Context: an optimization exercise on an open-source flow, tuned for small area. The choices shown serve that exercise and are no tape-out recipe. No run shown here included a check of the RTL's function; only the layout flow was run. Power and IR drop assume default switching activity.

===== flow/config.mk =====
export PLATFORM = sky130hd
export DESIGN_NAME = onewire_slave
export DESIGN_NICKNAME = onewire_slave
export VERILOG_FILES = /design/flow/design.v
export SDC_FILE = /design/flow/constraint.sdc
export NUM_CORES = 4
export LEC_CHECK = 0
export CAP_MARGIN = 20
export CORE_MARGIN = 2
export CORE_UTILIZATION = 40
export SLEW_MARGIN = 20

===== flow/run.sh =====
#!/bin/bash
# synth_recipe.tcl (not shown) runs the flow's synth.tcl, then flattens the netlist and writes it again
# the make line also repeats each setting of config.mk as NAME=value (left out here)
make -C /OpenROAD-flow-scripts/flow DESIGN_CONFIG=/design/flow/config.mk WORK_HOME=/design/flow/orfs CLKGATE_MAP_FILE= SYNTH_SCRIPT=/design/flow/synth_recipe.tcl finish

===== flow/design.v =====
module onewire_slave (
    input  wire        clk,
    input  wire        rst_n,
    input  wire        dq_in,
    input  wire [63:0] rom_id,
    input  wire [7:0]  mem_rdata,
    input  wire        op_done,
    input  wire        isig_clr,
    output reg         dq_pd,
    output reg  [4:0]  mem_addr,
    output reg         mem_rd,
    output reg         mem_we,
    output reg  [7:0]  mem_wdata,
    output wire        op_req,
    output wire [7:0]  op_code,
    output reg         bus_reset,
    output reg  [7:0]  isig_cnt
);
    function [6:0] t_at(input integer n);
        integer i;
        reg [6:0] x;
        begin
            x = 7'd0;
            for (i = 0; i < n; i = i + 1) x = {x[5:0], ~(x[6] ^ x[5])};
            t_at = x;
        end
    endfunction
    function [8:0] l_at(input integer n);
        integer i;
        reg [8:0] x;
        begin
            x = 9'd0;
            for (i = 0; i < n; i = i + 1) x = {x[7:0], ~(x[8] ^ x[4])};
            l_at = x;
        end
    endfunction
    localparam [6:0] T_1   = t_at(1);
    localparam [6:0] T_19  = t_at(19);
    localparam [6:0] T_30  = t_at(30);
    localparam [6:0] T_99  = t_at(99);
    localparam [8:0] L_399 = l_at(399);
    localparam [4:0] IDLE    = 5'd0,
                     PR      = 5'd1,    
                     ROM_CMD = 5'd2,
                     READ    = 5'd3,
                     MATCH   = 5'd4,
                     SRCH0   = 5'd5,
                     SRCH1   = 5'd6,
                     SRCH2   = 5'd7,
                     FN_CMD  = 5'd8,
                     CONV    = 5'd9,
                     SCR     = 5'd10,
                     BUSY    = 5'd11,
                     TA_RD   = 5'd12,
                     RD_DATA = 5'd13,
                     RD_CRC  = 5'd14,
                     TA_WR   = 5'd16,
                     WR_DATA = 5'd17,
                     WR_CRC  = 5'd18;
    reg [4:0]  ph;
    reg [6:0]  T;
    reg [8:0]  low;
    reg [8:0]  cnt;
    reg [7:0]  sh;
    reg [15:0] crc;
    reg        dq_q;
    reg        ods;
    wire [2:0] b  = cnt[2:0];
    wire       H  = cnt[3];
    wire [4:0] A  = cnt[8:4];
    wire       cb = (b == 3'd7);
    wire       fall  = dq_q & ~dq_in;
    wire       ev    = ~dq_in & (low == L_399);
    wire       Tz    = (T == 7'd0);
    wire       Tend  = (T == T_30);
    wire [7:0] rx    = {dq_in, sh[7:1]};
    wire       rbit  = rom_id[cnt[5:0]];
    wire       idx63 = (cnt[5:0] == 6'd63);
    wire       dmode = (ph == RD_DATA) | (ph == WR_DATA);
    wire       pe    = (A[2:0] == 3'd7) | (A == 5'd22);
    wire       last  = (A == 5'd22);
    wire       sbyte0 = (A == 5'd30) & H;
    wire       sbyte8 = (A == 5'd2) & H;
    wire [4:0] A1    = A + 5'd1;
    reg tx, obit;
    always @* begin
        tx   = 1'b1;
        obit = 1'b1;
        case (ph)
            READ, SRCH0:       obit = rbit;
            SRCH1:             obit = ~rbit;
            RD_DATA:           obit = sh[0];
            RD_CRC, WR_CRC:    obit = crc[0];
            SCR:               obit = sbyte8 ? crc[8] : sh[0];
            default:           tx = 1'b0;
        endcase
    end
    reg [4:0] n_ph;
    reg       n_dqpd, n_ods;
    reg       Tclr, adv, ldA, crc_en, kill, clr_hi, sh_ld, busy_start;
    reg       ibit;
    always @* begin
        n_ph       = ph;
        n_dqpd     = dq_pd;
        n_ods      = ods;
        Tclr       = 1'b0;
        adv        = 1'b0;
        ldA        = 1'b0;
        crc_en     = 1'b0;
        kill       = 1'b0;
        clr_hi     = 1'b0;
        sh_ld      = 1'b0;
        busy_start = 1'b0;
        mem_rd     = 1'b0;
        mem_we     = 1'b0;
        mem_addr   = 5'd0;
        mem_wdata  = 8'd0;
        if (ev) begin
            n_ph   = PR;
            Tclr   = 1'b1;
            n_dqpd = 1'b0;
        end else begin
            case (ph)
                IDLE: Tclr = 1'b1;
                PR: begin
                    crc_en = 1'b1;
                    kill   = 1'b1;
                    if (Tz) begin
                        if (!dq_in) Tclr = 1'b1;
                    end else if (T == T_19) begin
                        n_dqpd = 1'b1;
                    end else if (T == T_99) begin
                        n_dqpd = 1'b0;
                        Tclr   = 1'b1;
                        n_ph   = ROM_CMD;
                    end
                end
                BUSY: begin
                    if (op_done) n_ods = 1'b1;
                    if (Tz) begin
                        if (ods) begin
                            n_ph = IDLE;
                            Tclr = 1'b1;
                        end else if (!fall) begin
                            Tclr = 1'b1;
                        end
                    end else begin
                        if (T == T_1) begin
                            n_dqpd     = 1'b1;
                            busy_start = 1'b1;
                        end
                        if (Tend) begin
                            n_dqpd = 1'b0;
                            Tclr   = 1'b1;
                        end
                    end
                end
                default: begin
                    if (Tz) begin
                        if (fall) begin
                            if (tx && !obit) n_dqpd = 1'b1;
                        end else begin
                            Tclr = 1'b1;
                        end
                    end else if (Tend) begin
                        n_dqpd = 1'b0;
                        Tclr   = 1'b1;
                        adv    = 1'b1;
                        case (ph)
                            ROM_CMD: if (cb) begin
                                case (rx)
                                    8'h33: n_ph = READ;
                                    8'h55: n_ph = MATCH;
                                    8'hCC: n_ph = FN_CMD;
                                    8'hF0: n_ph = SRCH0;
                                    8'hEC: begin
                                        mem_addr = 5'd10;
                                        mem_rd   = 1'b1;
                                        n_ph = (mem_rdata[7] | mem_rdata[6]) ? SRCH0 : IDLE;
                                    end
                                    default: n_ph = IDLE;
                                endcase
                            end
                            READ: if (idx63) n_ph = FN_CMD;
                            MATCH: begin
                                if (dq_in != rbit) n_ph = IDLE;
                                else if (idx63) n_ph = FN_CMD;
                            end
                            SRCH0: begin
                                adv  = 1'b0;
                                n_ph = SRCH1;
                            end
                            SRCH1: begin
                                adv  = 1'b0;
                                n_ph = SRCH2;
                            end
                            SRCH2: begin
                                if (dq_in != rbit) n_ph = IDLE;
                                else if (idx63) n_ph = FN_CMD;
                                else n_ph = SRCH0;
                            end
                            FN_CMD: begin
                                crc_en = 1'b1;
                                if (cb) begin
                                    ldA = 1'b1;
                                    case (rx)
                                        8'hAA: n_ph = TA_RD;
                                        8'h55: n_ph = TA_WR;
                                        8'h3C: n_ph = CONV;
                                        8'h44, 8'h48, 8'hB8: begin
                                            n_ph  = BUSY;
                                            n_ods = 1'b0;
                                        end
                                        8'hBE: begin
                                            mem_addr = 5'd4;
                                            mem_rd   = 1'b1;
                                            sh_ld    = 1'b1;
                                            clr_hi   = 1'b1;
                                            n_ph     = SCR;
                                        end
                                        default: n_ph = IDLE;
                                    endcase
                                end
                            end
                            TA_RD, TA_WR: begin
                                crc_en = 1'b1;
                                if (cb) begin
                                    if (H) begin
                                        if (rx >= 8'd23) n_ph = IDLE;
                                        else ldA = 1'b1;
                                    end else if (ph == TA_RD) begin
                                        mem_addr = A;
                                        mem_rd   = 1'b1;
                                        sh_ld    = 1'b1;
                                        n_ph     = RD_DATA;
                                    end else begin
                                        n_ph = WR_DATA;
                                    end
                                end
                            end
                            RD_DATA: begin
                                crc_en = 1'b1;
                                if (cb) begin
                                    if (pe) n_ph = RD_CRC;
                                    else begin
                                        mem_addr = A1;
                                        mem_rd   = 1'b1;
                                        sh_ld    = 1'b1;
                                    end
                                end
                            end
                            RD_CRC: begin
                                crc_en = 1'b1;
                                kill   = 1'b1;
                                if (cb && H) begin
                                    if (last) n_ph = IDLE;
                                    else begin
                                        mem_addr = A1;
                                        mem_rd   = 1'b1;
                                        sh_ld    = 1'b1;
                                        n_ph     = RD_DATA;
                                    end
                                end
                            end
                            WR_DATA: begin
                                crc_en = 1'b1;
                                if (cb) begin
                                    mem_addr  = A;
                                    mem_we    = 1'b1;
                                    mem_wdata = rx;
                                    if (pe) n_ph = WR_CRC;
                                end
                            end
                            WR_CRC: begin
                                crc_en = 1'b1;
                                kill   = 1'b1;
                                if (cb && H) begin
                                    if (last) n_ph = IDLE;
                                    else n_ph = WR_DATA;
                                end
                            end
                            CONV: begin
                                if (cb && !H) begin
                                    n_ph  = BUSY;
                                    n_ods = 1'b0;
                                end
                            end
                            SCR: begin
                                crc_en = 1'b1;
                                kill   = sbyte8;
                                if (cb) begin
                                    if (sbyte0) begin
                                        mem_addr = 5'd5;
                                        mem_rd   = 1'b1;
                                        sh_ld    = 1'b1;
                                    end
                                    if (sbyte8) n_ph = IDLE;
                                end
                            end
                            default: ;
                        endcase
                    end
                end
            endcase
        end
        if (!rst_n) begin
            mem_addr  = 5'd0;
            mem_rd    = 1'b0;
            mem_we    = 1'b0;
            mem_wdata = 8'd0;
        end
    end
    wire       mode8 = (ph == SCR);
    wire       rxph  = (ph == FN_CMD) | (ph == TA_RD) | (ph == TA_WR) | (ph == WR_DATA);
    wire       src   = mode8 ? crc[8] : crc[0];
    wire       fb    = (src ^ (rxph ? dq_in : sh[0])) & ~kill;
    reg [15:0] n_crc;
    always @* begin
        n_crc = crc;
        if (crc_en) begin
            n_crc     = {fb, crc[15:1]};
            n_crc[11] = crc[12] ^ (fb & mode8);
            n_crc[10] = crc[11] ^ fb;
            n_crc[3]  = crc[4] ^ fb;
        end
        if (clr_hi) n_crc[15:8] = 8'd0;
    end
    reg [8:0] n_cnt;
    always @* begin
        n_cnt = cnt;
        if (ev) n_cnt = 9'd56;
        else if (adv) begin
            n_cnt[2:0] = b + 3'd1;
            n_cnt[3]   = (H ^ cb) & ~dmode;
            n_cnt[8:4] = (cb & (dmode ? ~pe : H)) ? A1 : A;
            if (ldA) n_cnt[8:4] = rx[4:0];
        end
    end
    wire [7:0] n_sh = sh_ld ? mem_rdata :
                      (adv | (Tend & ~Tz & (ph == SRCH0 || ph == SRCH1))) ? {dq_in & ~mode8, sh[7:1]} : sh;
    wire inc = fall | busy_start;
    always @(posedge clk) begin
        if (!rst_n) begin
            ph        <= IDLE;
            low       <= 9'd0;
            dq_q      <= 1'b0;
            dq_pd     <= 1'b0;
            bus_reset <= 1'b0;
            isig_cnt  <= 8'd0;
        end else begin
            ph        <= n_ph;
            low       <= dq_in ? 9'd0 : (ev ? 9'h1FF : {low[7:0], ~(low[8] ^ low[4])});
            dq_q      <= dq_in;
            dq_pd     <= n_dqpd;
            bus_reset <= ev;
            isig_cnt  <= (isig_clr ? 8'd0 : isig_cnt) + {7'd0, inc};
        end
        T   <= Tclr ? 7'd0 : {T[5:0], ~(T[6] ^ T[5])};
        cnt <= n_cnt;
        sh  <= n_sh;
        crc <= n_crc;
        ods <= n_ods;
    end
    assign op_req  = (ph == BUSY);
    assign op_code = op_req ? {A[4] & ~A[2], ~A[4], A[4], A[4], A[4] | ~A[2], A[2], 2'b00} : 8'd0;
endmodule

===== flow/constraint.sdc =====
create_clock -name core_clock -period 10.0 [get_ports {clk}]
set_input_delay 2.0000 -clock core_clock [delete_from_list [all_inputs] [get_ports {clk}]]
set_output_delay 2.0000 -clock core_clock [all_outputs]
set_load 0.01 [all_outputs]

==> results.txt, run 1 <==
Final TNS setup 0 ns; setup bufs post-CTS 0; WS Path Type in2out; FF-to-FF path depth 7; Final Slew Violations 0; # Max-Cap Violations 0; post-route DRC violation count 0; vias in the first global route 4928; Slew headroom 0.397; Setup WS post-layout 2.63 ns; Cell Area, Synth 0.00520 mm^2; ANT nets after route 0; Chip Height 118 um; Worst-Margin Slew 0.904 ns; # setup viols final 0; Worst-path clk slew 0.05 ns; CTS tree built; Via Count 4843; hold-fix buffers at CTS 0; final hold vios 0; synthesized flop and latch total 66; Post-synth EDFFs 17; Mapped Cells 577; drt initial violations 350; core area 0.0127 mm^2; Congestion Overflow GR 0; initial antenna violation count 0; Fin Hold WS 0.424 ns; Arrival @ worst endpoint 5.37 ns; clock latency on the worst-skew pair 0.35 ns; leak pwr 2.32 nW; gp weighted congestion 0.907; antenna cells 0; fin crit period 7.37 ns; fill cell count 1233; Logic pwr share 0.076; CTS Buf Count 9; IO Pins 111; top_reg_cell synth dfxtp_1; HP Class reg2reg; Int Pwr 501 uW; PostCTS Resize Cnt 0; Layout Skew 0.0143 ns; Sink Count 66; sequential area share after synthesis 0.287; chip width 118 um; Sequential Power Share 0.437; Critical Path Sink Type output pin; Net count, final 745; Place WS 2.68 ns; WL per Instance 18.6 um; clock group share of total power 0.487; Hold Crit Depth 0; Final Util 0.519; DIE AREA 0.0139 mm^2; switch share 0.210; total power 634 uW; Synth cell types 86; Routed WL 15600 um; Crit path required time 8.00 ns; Starting Density 0.410; vias per cell 5.79; Power per Cell Area 96.5 mW/mm^2; Switch Pwr 134 uW; RSZ-0062 raised after global routing false; Post-DP HPWL 11700 um; status finished clean; P&R area growth vs syn 26.4%; CP Launch Type primary input; peak supply drop 0.0975 mV; crit-path max FO 19; ys async rst share 0; layout cell share with drive strength beyond 1 0.116; total track usage 0.226; largest net degree at the start of global routing 35; FP Rows 41; CTS root buffer clkbuf_16; first-pass GRT wire length 25200 um; maximum operating frequency 0.136 GHz; Yosys warning count 1; Pre-antenna DRT Iters 5; final period utilization 0.737; clk buf depth 2; Syn Area/Cell 9.01 um^2; CTS H-tree lvls 3; IO buf count 108
final timing paths:
kind	start	end	slack, ns
hold reg to reg	crc[3]	crc[2]	0.42
hold / removal	crc[3]	crc[2]	0.42
setup / recovery	dq_in	mem_wdata[4]	2.63
setup reg to reg	cnt[2]	sh[2]	6.45
state kept, by name (all words and copies together), names as in the netlist:
signal / flops
sh: 8
T: 7
ods: 1
low: 9
dq_q: 1
dq_pd: 1
bus_reset: 1
ph: 5
isig_cnt: 8
crc: 16
cnt: 9
kinds of logic after synthesis:
| logic type | after synthesis | synth area share |
|---|---|---|
| AO/OA/AOI/OAI | 122 | 0.167 |
| XOR/XNOR | 17 | 0.0286 |
| adder cells (fa/ha/maj) | 9 | 0.0217 |
| buffers and inverters | 60 | 0.0633 |
| flip-flops | 66 | 0.287 |
| multiplexers | 58 | 0.152 |
| other | 1 | 0.000721 |
| AND/OR/NAND/NOR | 244 | 0.280 |
layer usage:
metal	vias to the layer above	GRT usage	routed length, um
li1	2301	-	-
met1	2262	0.283	6510
met4	0	0.0896	318
met2	250	0.380	7450
met5	-	0	0
met3	30	0.0465	1320
through the flow:
stage	instances	cell area (um^2)
2_1_floorplan	578	5200
3_3_place_gp	820	6280
3_5_place_dp	820	6280
4_1_cts	836	6570
5_1_grt	836	6570
6_report	836	6570
layout by cell type (no fill, tap or decap), types with 14 or more instances in the layout:
cell / count
a21oi_1: 22
edfxtp_1: 17
nor3_1: 14
dfxtp_1: 49
nand3_1: 20
and2_1: 32
mux2i_1: 28
nor2_1: 53
mux4_2: 15
o21ai_0: 25
mux2_2: 14
nand2_1: 29
nor2b_1: 16
clkdlybuf4s50_1: 108
synthesized netlist by cell type (5+ instances only):
cell type / number / area (um^2)
nand2b_1: 11 / 68.8
nand3_1: 20 / 100
ha_1: 9 / 113
mux4_2: 15 / 338
clkbuf_1: 18 / 67.6
edfxtp_1: 17 / 510
and3_1: 8 / 50.1
nor3_1: 14 / 70.1
buf_6: 9 / 101
mux2_2: 14 / 158
nor2_1: 53 / 199
dfxtp_1: 49 / 981
nor4bb_1: 5 / 50.1
inv_1: 12 / 45.0
a21oi_1: 22 / 110
o21a_1: 8 / 60.1
nand4_1: 12 / 75.1
o22ai_1: 7 / 43.8
nor2b_1: 16 / 100
buf_2: 8 / 40.0
a31oi_1: 5 / 31.3
nand2_1: 29 / 109
a211oi_1: 10 / 75.1
o21ai_0: 25 / 125
buf_4: 7 / 52.6
or3_1: 6 / 37.5
mux2i_1: 28 / 280
xnor2_1: 10 / 87.6
o211ai_1: 5 / 37.5
and2_1: 32 / 200
xor2_1: 7 / 61.3
critical path: stages:
cell and delay, ns:
clkdlybuf4s50_1 0.79, nor4bb_1 0.48, nand4_1 0.72, nand2_1 0.53
nor2_1 0.18, and2_1 0.19, clkdlybuf4s50_1 0.48
power by group through the flow:
stage	sequential (mW)	combinational, mW	clock, mW
5_1_grt	0.278	0.0514	0.326
3_5_place_dp	0.283	0.0483	0
6_report	0.277	0.0480	0.309
4_1_cts	0.277	0.0484	0.316
3_3_place_gp	0.283	0.0474	0
2_1_floorplan	0.283	0.0154	0
area by class of cell:
| type | count | area (um^2) | share of cell area |
|---|---|---|---|
| clock buffers | 13 | 272 | 0.0413 |
| well taps | 172 | 215 | 0.0327 |
| repair buffers | 115 | 1130 | 0.172 |
| flip-flops and latches | 66 | 1490 | 0.227 |
| multi-input cells | 452 | 3380 | 0.515 |
| inverters | 15 | 56.3 | 0.00857 |
| clock inverters | 3 | 20.0 | 0.00305 |
==> run 2, diff against run 1 <==
--- a/flow/config.mk
+++ b/flow/config.mk
@@ -8,4 +8,5 @@
 export CAP_MARGIN = 20
 export CORE_MARGIN = 2
 export CORE_UTILIZATION = 40
+export CTS_BUF_LIST = sky130_fd_sc_hd__clkbuf_8
 export SLEW_MARGIN = 20
==> run 2 against run 1 <==
Count of clock-buffer cells in the layout fell by 3. Largest power group is now registers. Clock skew rose by 0.0034 ns. Register-to-register slack got worse by 0.03 ns. Clock power fell by 26%.
==> results.txt, run 2 <==
Starting Density 0.410; initial antenna violation count 0; vias per cell 5.84; Critical Path Sink Type output pin; maximum operating frequency 0.136 GHz; total power 553 uW; antenna cells 0; Crit path required time 8.00 ns; crit-path max FO 19; post-route DRC violation count 0; gp weighted congestion 0.907; Mapped Cells 577; hold path startpoint crc[3]; IO Pins 111; Post-Synth Adder-Cell Area 0.0217; largest net degree at the start of global routing 35; delay-heaviest family, CP simple AND/OR/NAND/NOR gates; # setup viols final 0; top_reg_cell synth dfxtp_1; CP Launch Type primary input; ANT nets after route 0; synthesized flop and latch total 66; CTS H-tree lvls 3; total track usage 0.227; Design Area, Final 0.00648 mm^2; FP Rows 41; Synth Area in Compound Gates 0.167; Final TNS setup 0 ns; Slowest-stage cell, CP clkdlybuf4s50_1; core area 0.0127 mm^2; Buf/Inv on CP 2; Yosys top cell by area dfxtp_1; CTS tree built; hold-fix buffers at CTS 0; Worst-Margin Slew 0.920 ns; ranking of synthesized cells by area dfxtp_1, edfxtp_1, mux4_2; drt initial violations 446; Routed WL 15600 um; final period utilization 0.736; sequential area share after synthesis 0.287; most numerous cell on the critical path clkdlybuf4s50_1; Final Util 0.511; Place WS 2.68 ns; Slew headroom 0.386; clk buf depth 2; largest family of logic cells by synthesized area simple AND/OR/NAND/NOR gates; fin crit period 7.36 ns; Fin Hold WS 0.427 ns; dominant cell by count in the synthesized netlist nor2_1; biggest registers after layout crc: 16 flops, cnt: 9 flops, low: 9 flops; IO buf count 108; P&R area growth vs syn 24.5%; WS Path Type in2out; Max stage delay on crit path 0.78 ns; Syn Area/Cell 9.01 um^2; post-route insts no fill 836; Worst-path clk slew 0.07 ns; Congestion Overflow GR 0; RSZ-0062 raised after global routing false; Largest Register crc; placed cell area 0.00628 mm^2; XOR/XNOR share of the synthesized area 0.0286; worst-path cell chain clkdlybuf4s50_1 > nor4bb_1 > nand4_1 > nand2_1 > nor2_1 > and2_1 > clkdlybuf4s50_1; fill cell count 1247; post-synthesis mux area share 0.152; Post-synth EDFFs 17; ys async rst share 0; Simple-Gate Fraction of Synth Area 0.280; synth cell count leaders nor2_1, dfxtp_1, and2_1, nand2_1, mux2i_1; vias in the first global route 4932; Final Slew Violations 0; PostCTS Resize Cnt 0; Post-DP HPWL 11700 um; Pre-antenna DRT Iters 6; Synth cell types 86; Yosys warning count 1; setup bufs post-CTS 0; number of flip-flops in the largest register 16; status finished clean; Via Count 4884; DIE AREA 0.0139 mm^2; commonest non-fill, non-tap cell in the layout clkdlybuf4s50_1; layout cell share with drive strength beyond 1 0.116; clock latency on the worst-skew pair 0.37 ns; leak pwr 2.28 nW; # Max-Cap Violations 0; most frequent cells in the layout clkdlybuf4s50_1, nor2_1, dfxtp_1, and2_1, nand2_1; Layout Skew 0.0176 ns; Cell Area, Synth 0.00520 mm^2; final hold vios 0; reg2reg start cnt[2]; peak supply drop 0.0729 mV; CTS Buf Count 9; CTS root buffer clkbuf_8; Yosys top cell area share 0.189; WL per Instance 18.6 um; placed cells 820; Power per Cell Area 85.4 mW/mm^2; Net count, final 745; Arrival @ worst endpoint 5.36 ns; HP Class reg2reg; Chip Height 118 um; Setup crit start dq_in; first-pass GRT wire length 25300 um; Sink Count 66; Setup WS post-layout 2.64 ns; chip width 118 um
==> run 2: logic make-up after synthesis <==
family,count (synthesis)
xor+xnor,17
simple gates,244
flops,66
buf+inv,60
mux,58
compound gates,122
fa+ha+maj,9
other cells,1
==> run 2: cell type report <==
cell class | count | area, um^2 | area share
repair buffers | 115 | 1130 | 0.175
inverters | 15 | 56.3 | 0.00869
clock inverters | 6 | 57.6 | 0.00889
well taps | 172 | 215 | 0.0332
clock buffers | 10 | 138 | 0.0213
flip-flops and latches | 66 | 1490 | 0.230
multi-input cells | 452 | 3380 | 0.523
==> run 2: final timing paths <==
check / to / slack, ns / cells after the start
max: mem_wdata[4] / 2.64 / 7
min: crc[2] / 0.43 / 0
max reg2reg: sh[6] / 6.42 / 7
min reg2reg: crc[2] / 0.43 / 0
==> run 2: where the power goes <==
part,internal [mW],switching [mW],total (mW)
Sequential,0.275,0.00166,0.277
Combinational,0.0349,0.0130,0.0479
Clock,0.121,0.108,0.228
==> run 2: worst register-to-register path, cell delays in order (launching register included) <==
cell     delay [ns]
dfxtp_1        0.92
ha_1           0.67
ha_1           0.32
nand4_1        0.10
a21oi_1        0.46
nor3b_1        0.19
nor2_4         0.29
mux2_2         0.37
==> run 2: per-layer routing <==
layer,track usage,vias up,part of all wire
met3,0.0509,33,0.089
met5,0,-,0
met1,0.283,2276,0.41
li1,-,2307,-
met4,0.0858,0,0.022
met2,0.381,268,0.48

## separate check: timing with driven ports
No port has a modelled driver above. Below, the same layouts with a new extraction and two added sets of constraints. Step 1, drivers: a clkbuf_16 drives clk and a buf_2 each remaining input, both assumed. Step 2, shift: input delay + t, output delay - t, t = (earliest + latest rising clock arrival at the registers) / 2. This alone moves slack from input paths to output paths. Three values: ideal ports, drivers, drivers and shift; two values: the first two.
run	t (ns)	slack for setup (ns)	hold WS [ns]
run 1	0.378	2.633 / 2.612 / 2.612	0.424 / 0.424 / 0.424
run 2	0.396	2.642 / 2.621 / 2.621	0.427 / 0.427 / 0.427
After both steps every run listed still meets setup and hold.
